From an optimization exercise on the open Yosys and OpenROAD flow, aimed at small area, a short achievable clock period and few clock cycles per item; shortcuts taken in it are not production practice. Function was checked by simulation only, so behaviour that the tests miss may differ from the original. Power figures rest on the tool's default switching activity, not on a simulated workload.

## qad_peak_note
module qad_peak_note (
    input  wire        clk,
    input  wire        rst,           
    input  wire        in_valid,
    output wire        in_ready,
    input  wire [44:0] in_re,         
    input  wire [44:0] in_im,         
    input  wire [3:0]  log2n,         
    input  wire [19:0] sr,            
    output wire        out_valid,
    input  wire        out_ready,
    output wire [3:0]  code,          
    output wire [10:0] peak_bin,
    output wire [43:0] peak_mag,
    output wire [30:0] freq,          
    output wire [8:0]  note_key,      
    output wire [3:0]  note_pc,
    output wire [5:0]  note_oct,      
    output wire [15:0] note_name,     
    output wire [31:0] note_freq,     
    output wire [31:0] note_dev       
);
    localparam M  = 10;               
    localparam QW = 2 * M + 2;        
    localparam DW = 2 * M + 5;        
    localparam LB = M + 2;            
    reg         in_ready_r;
    reg         expect_first;         
    reg  [10:0] cnt;                  
    reg  [3:0]  l2n_q;
    reg  [19:0] sr_q;
    reg         acc_done;             
    reg         s1_v, s1_first, s1_last;
    reg  [44:0] s1_a, s1_b;           
    reg  [5:0]  s1_s;                 
    reg  [4:0]  s1_oh8;               
    reg  [7:0]  s1_oh1;               
    assign in_ready = in_ready_r;
    wire   in_fire  = in_valid && in_ready_r;
    wire [3:0]  cur_l2n  = expect_first ? log2n : l2n_q;
    wire [10:0] nxt_idx  = expect_first ? 11'd0 : cnt + 11'd1;
    wire [11:0] half     = 12'd1 << (cur_l2n - 4'd1);
    wire        nxt_last = ({1'b0, nxt_idx} == half - 12'd1);
    wire [43:0] y_re = in_re[43:0] ^ {44{in_re[44]}};
    wire [43:0] y_im = in_im[43:0] ^ {44{in_im[44]}};
    wire [43:0] y_or = y_re | y_im;
    wire [44:M] sfx;                  
    wire [43:M] top;
    assign sfx[44] = 1'b0;
    genvar gi;
    generate
        for (gi = M; gi < 44; gi = gi + 1) begin : g_lod
            assign sfx[gi] = sfx[gi + 1] | y_or[gi];
            assign top[gi] = y_or[gi] & !sfx[gi + 1];
        end
    endgenerate
  ...
Size in the first run: roughly 5600 cells after synthesis, ~310 I/O pins, ~62000 µm² of cells after synthesis.
clock: 15.0 ns
lec_check: 0
cap_margin: 20
core_margin: 2
core_utilization: 60
slew_margin: 20
run.sh (not shown) runs the stock make flow with config.mk's settings and CLKGATE_MAP_FILE= SYNTH_SCRIPT=/design/flow/synth_recipe.tcl, a recipe that flattens the netlist after the stock synthesis.
The baseline completed without violations.
Testbench counts at the start, summed over its fixed seeds: cycles 114,331, bins 108,544.
Rerun with:
==> flow/flow/run.sh (new file) <==
#!/bin/bash
# The standard layout (standard.sh, all steps), except that the buffers
# placed on the input and output ports are sky130_fd_sc_hd__buf_1 cells.
set -e
export BUFFER_PORTS_ARGS="-buffer_cell sky130_fd_sc_hd__buf_1"
bash standard.sh > standard.log 2>&1
==> flow/standard.sh (new file) <==
#!/bin/bash
# synth_recipe.tcl (not shown) runs the flow's synth.tcl, then flattens the netlist and writes it again
# the make line also repeats each setting of config.mk as NAME=value (left out here)
make -C /OpenROAD-flow-scripts/flow DESIGN_CONFIG=/design/flow/config.mk WORK_HOME=/design/flow/orfs CLKGATE_MAP_FILE= SYNTH_SCRIPT=/design/flow/synth_recipe.tcl "${@:-finish}"
CTS_CLUSTER_DIAMETER = 100   (was default)
CTS_CLUSTER_SIZE = 20   (was default)
removed: flow/run.sh
Outcome: Routed wire length falls by a few percent; design area falls by a few percent; total power falls by about a fifth; sequential share of layout area rises by 2.4 points; clock-buffer cell count falls by 45; core utilization falls by 3.6 points; worst hold slack hardly moves.

Setup of P:
Another version of the RTL of qad_peak_note (not shown whole).
Size in the first run: about 6000 cells after synthesis, roughly 310 I/O pins, roughly 63000 µm² of cells after synthesis.
Settings: LEC_CHECK=0, CAP_MARGIN=20, CORE_MARGIN=2, CORE_UTILIZATION=60, CTS_CLUSTER_DIAMETER=100, CTS_CLUSTER_SIZE=30, SLEW_MARGIN=20; clock period 15.0 ns.
standard.sh (not shown) runs the stock make flow with config.mk's settings and CLKGATE_MAP_FILE= SYNTH_SCRIPT=/design/flow/synth_recipe.tcl, a recipe that flattens the netlist after the stock synthesis.
==> flow/flow/run.sh <==
#!/bin/bash
# The standard layout (standard.sh, all steps), except that the buffers
# placed on the input and output ports are sky130_fd_sc_hd__buf_1 cells.
set -e
export BUFFER_PORTS_ARGS="-buffer_cell sky130_fd_sc_hd__buf_1"
bash standard.sh > standard.log 2>&1
Testbench counts of P, summed over its fixed seeds: cycles 114,331, bins 108,544.
## Diff of input files: Q against P
-- flow/config.mk --
<<< P, line 11
export CTS_CLUSTER_DIAMETER = 100
export CTS_CLUSTER_SIZE = 30
>>> Q, line 11
==> run notes <==
Between P and Q, the difference in combinational power is negligible. Looking only at shortest period the worst path allows, and setting everything else aside, the lower value of P and Q goes to P. Summary: with P as the reference, maximum frequency in Q moved down slightly. Re synthesized cell count: no difference whatsoever between P and Q. P leaves more setup margin than Q. The clock tree buffer count of the final layout number comes out lower for P vs Q. P -> Q: number of distinct library cells after synthesis delta 0, exact match. Changes observed in Q relative to P: detailed route wirelength on metal2 up 1.4%; clock network area share up 2.7 points.

== old ==
Another version of the RTL of qad_peak_note (not shown whole).
Size in the first run: about 1100 flip-flops, roughly 310 I/O pins, ~0.069 mm^2 of cells after synthesis.
Settings: LEC_CHECK=0, CAP_MARGIN=20, CORE_MARGIN=2, CORE_UTILIZATION=60, SLEW_MARGIN=20; clock period 15.0 ns.
run.sh (not shown) runs the stock make flow with config.mk's settings and CLKGATE_MAP_FILE= SYNTH_SCRIPT=/design/flow/synth_recipe.tcl, a recipe that flattens the netlist after the stock synthesis.
Stock flow here: none of the scripts above is used.
old did not stop at any stage, and its layout met the timing, DRC and antenna checks.
Testbench counts of old, summed over its fixed seeds: cycles 112,865, bins 108,544.
What new does differently from old at the input level:
- a change of CORE_UTILIZATION from 60 to 40
==> comparison <==
Taking old as the reference, in new die boundary height increased 76 um, post-route core utilization went down. Compared with old, in new part of the power in combinational logic went down, standard cell core area rose 49%, register-to-register setup slack moved up, final critical-path required period saw a decrease, share of synthesized cell area in full adder, half adder and majority cells level.

[separate check: timing with driven ports]
The results above use ideal ports. As a check the final layouts listed here were re-extracted and re-timed, cells and wires unchanged.
Step 1: set_driving_cell puts a clkbuf_16 on clk and a buf_2 on each other input, an assumption about the parent block.
Step 2 adds t to the input delays and takes it off the output delays; t is the mean of the earliest and latest rising clock arrival at the registers after step 1. Input paths then give back, and output paths get back, about the clock's delay inside the block.
Slacks: ideal / step 1 / step 2; pairs: ideal / step 1.
| run | shift t [ns] | setup slack, ns | worst setup path after step 2 | clock arrival spread, ns | worst data-port slew with drivers (ns) |
|---|---|---|---|---|---|
| the first run of note 1 | 0.764 | 8.499 / 8.427 / 8.311 | input to register | 0.072 / 0.072 | 0.07 |
| the second run of note 1 | 0.780 | 8.846 / 8.769 / 8.583 | input to register | 0.037 / 0.037 | 0.08 |
| P | 0.746 | 6.694 / 6.619 / 7.364 | register to output | 0.037 / 0.037 | 0.11 |
| Q | 0.782 | 6.607 / 6.528 / 7.310 | register to output | 0.042 / 0.042 | 0.11 |
| old | 0.778 | 8.131 / 8.131 / 7.907 | input to register | 0.046 / 0.046 | 0.07 |
| new | 0.820 | 8.287 / 8.287 / 7.940 | input to register | 0.078 / 0.077 | 0.07 |
After both steps every run listed still meets setup and hold. The setup slack of new, which loses most, moves by 0.000 ns with the drivers and by -0.347 ns with both steps.
